Background: an optimization exercise with open tools, aiming at small area. Do not read the settings as production practice. The RTL was checked by simulation tests, not by an equivalence proof against the original design.

==> flow/design.v (excerpt) <==
module xfr1_boot (
    input  wire        clk,
    input  wire        rst,          
    input  wire        line_in,      
    output wire        line_out,     
    output wire        boot_user,    
    output wire        fl_req,
    output wire [1:0]  fl_cmd,       
    output wire [15:0] fl_addr,
    output wire [15:0] fl_wdata,
    input  wire        fl_ack,
    input  wire [7:0]  fl_rdata,
    output wire        adc_req,
    input  wire        adc_ack,
    input  wire [7:0]  adc_data
);
==> flow/config.mk <==
export PLATFORM = sky130hd
export DESIGN_NAME = xfr1_boot
export DESIGN_NICKNAME = xfr1_boot
export VERILOG_FILES = /design/flow/design.v
export SDC_FILE = /design/flow/constraint.sdc
export NUM_CORES = 4
export LEC_CHECK = 0
export CAP_MARGIN = 20
export CORE_MARGIN = 2
export CORE_UTILIZATION = 70
export CTS_BUF_LIST = sky130_fd_sc_hd__clkbuf_8
export CTS_CLUSTER_DIAMETER = 55
export CTS_CLUSTER_SIZE = 18
export PLACE_DENSITY = 0.8
export SLEW_MARGIN = 20
==> flow/constraint.sdc <==
create_clock -name core_clock -period 10.0 [get_ports {clk}]
set_input_delay 2.0000 -clock core_clock [delete_from_list [all_inputs] [get_ports {clk}]]
set_output_delay 2.0000 -clock core_clock [all_outputs]
set_load 0.01 [all_outputs]
run.sh (not shown) runs the stock make flow with config.mk's settings and CLKGATE_MAP_FILE= SYNTH_SCRIPT=/design/flow/synth_recipe.tcl, a recipe that flattens the netlist after the stock synthesis.
Rerun with:
==> flow/flow/run.sh (new file) <==
#!/bin/bash
# The standard layout (standard.sh), with clock tree synthesis told not to add
# dummy loads and the port buffers made with the smallest buffer cell.
set -euo pipefail
bash standard.sh "CTS_ARGS=-sink_clustering_enable -repair_clock_nets -dont_use_dummy_load -sink_clustering_size 34 -sink_clustering_max_diameter 50 -buf_list sky130_fd_sc_hd__clkbuf_16" "BUFFER_PORTS_ARGS=-buffer_cell sky130_fd_sc_hd__buf_1" finish > flow_make.log 2>&1
==> flow/standard.sh (new file) <==
#!/bin/bash
# synth_recipe.tcl (not shown) runs the flow's synth.tcl, then flattens the netlist and writes it again
# the make line also repeats each setting of config.mk as NAME=value (left out here)
make -C /OpenROAD-flow-scripts/flow DESIGN_CONFIG=/design/flow/config.mk WORK_HOME=/design/flow/orfs CLKGATE_MAP_FILE= SYNTH_SCRIPT=/design/flow/synth_recipe.tcl "${@:-finish}"
Settings changed: CORE_UTILIZATION 70 to 80, CTS_BUF_LIST sky130_fd_sc_hd__clkbuf_8 to default, CTS_CLUSTER_DIAMETER 55 to default, CTS_CLUSTER_SIZE 18 to default, PLACE_DENSITY 0.8 to 0.85.
removed: flow/run.sh
Outcome: This time the run aborted during clock tree synthesis (4_1_cts); synthesized cell count is unchanged; area after synthesis stays the same.
Rerun with:
==> flow/run.sh (new file) <==
#!/bin/bash
# synth_recipe.tcl (not shown) runs the flow's synth.tcl, then flattens the netlist and writes it again
# the make line also repeats each setting of config.mk as NAME=value (left out here)
make -C /OpenROAD-flow-scripts/flow DESIGN_CONFIG=/design/flow/config.mk WORK_HOME=/design/flow/orfs CLKGATE_MAP_FILE= SYNTH_SCRIPT=/design/flow/synth_recipe.tcl finish
Settings changed: CORE_UTILIZATION 80 to 70, CTS_BUF_LIST from default to sky130_fd_sc_hd__clkbuf_16, CTS_CLUSTER_DIAMETER from default to 60, CTS_CLUSTER_SIZE from default to 30, PLACE_DENSITY 0.85 to 0.8.
removed: flow/flow/run.sh
removed: flow/standard.sh
This time the run went through all stages and came out clean.
Synthesized area does not change.
Synthesized cell count stays the same.
Rerun with:
==> flow/flow/run.sh (new file) <==
#!/bin/bash
# The standard layout (standard.sh), with clock tree synthesis told not to add
# dummy loads and the port buffers made with the smallest buffer cell.
set -euo pipefail
bash standard.sh "CTS_ARGS=-sink_clustering_enable -repair_clock_nets -dont_use_dummy_load -sink_clustering_size 18 -sink_clustering_max_diameter 55 -buf_list sky130_fd_sc_hd__clkbuf_8" "BUFFER_PORTS_ARGS=-buffer_cell sky130_fd_sc_hd__buf_1" finish > flow_make.log 2>&1
==> flow/standard.sh (new file) <==
#!/bin/bash
# synth_recipe.tcl (not shown) runs the flow's synth.tcl, then flattens the netlist and writes it again
# the make line also repeats each setting of config.mk as NAME=value (left out here)
make -C /OpenROAD-flow-scripts/flow DESIGN_CONFIG=/design/flow/config.mk WORK_HOME=/design/flow/orfs CLKGATE_MAP_FILE= SYNTH_SCRIPT=/design/flow/synth_recipe.tcl "${@:-finish}"
Settings changed: CTS_BUF_LIST sky130_fd_sc_hd__clkbuf_16 to default, CTS_CLUSTER_DIAMETER 60 to default, CTS_CLUSTER_SIZE 30 to default.
removed: flow/run.sh
Effect: The changed run ran to the end with no violations. Critical path depth shrinks by 1. Wire length drops by a little under a tenth. Register-to-register slack gets worse by 260 ps. Via count stays flat. Synthesized area does not change. Cell area goes down by a few percent.

what the ideal ports hide:
Ports are ideal in the flow. The routed layouts listed here were re-timed in OpenROAD.
Step 1, drivers: a clkbuf_16 drives clk and a buf_2 each remaining input, both assumed.
Step 2, shift: input delay + t, output delay - t, t = (earliest + latest rising clock arrival at the registers) / 2. This alone moves slack from input paths to output paths.
Three values: ideal, step 1, step 2; two values: the first two.
run	t (ns)	slack for setup (ns)	worst setup path at the end
the first run	0.722	5.146 / 5.176 / 4.453	input to register
the third run	0.677	4.833 / 4.866 / 4.189	input to register
the fourth run	0.711	5.027 / 5.056 / 4.346	input to register
After both steps every run listed still meets setup and hold. For the first run, which loses most, drivers alone change the setup slack by +0.030 ns; drivers and shift together by -0.693 ns.
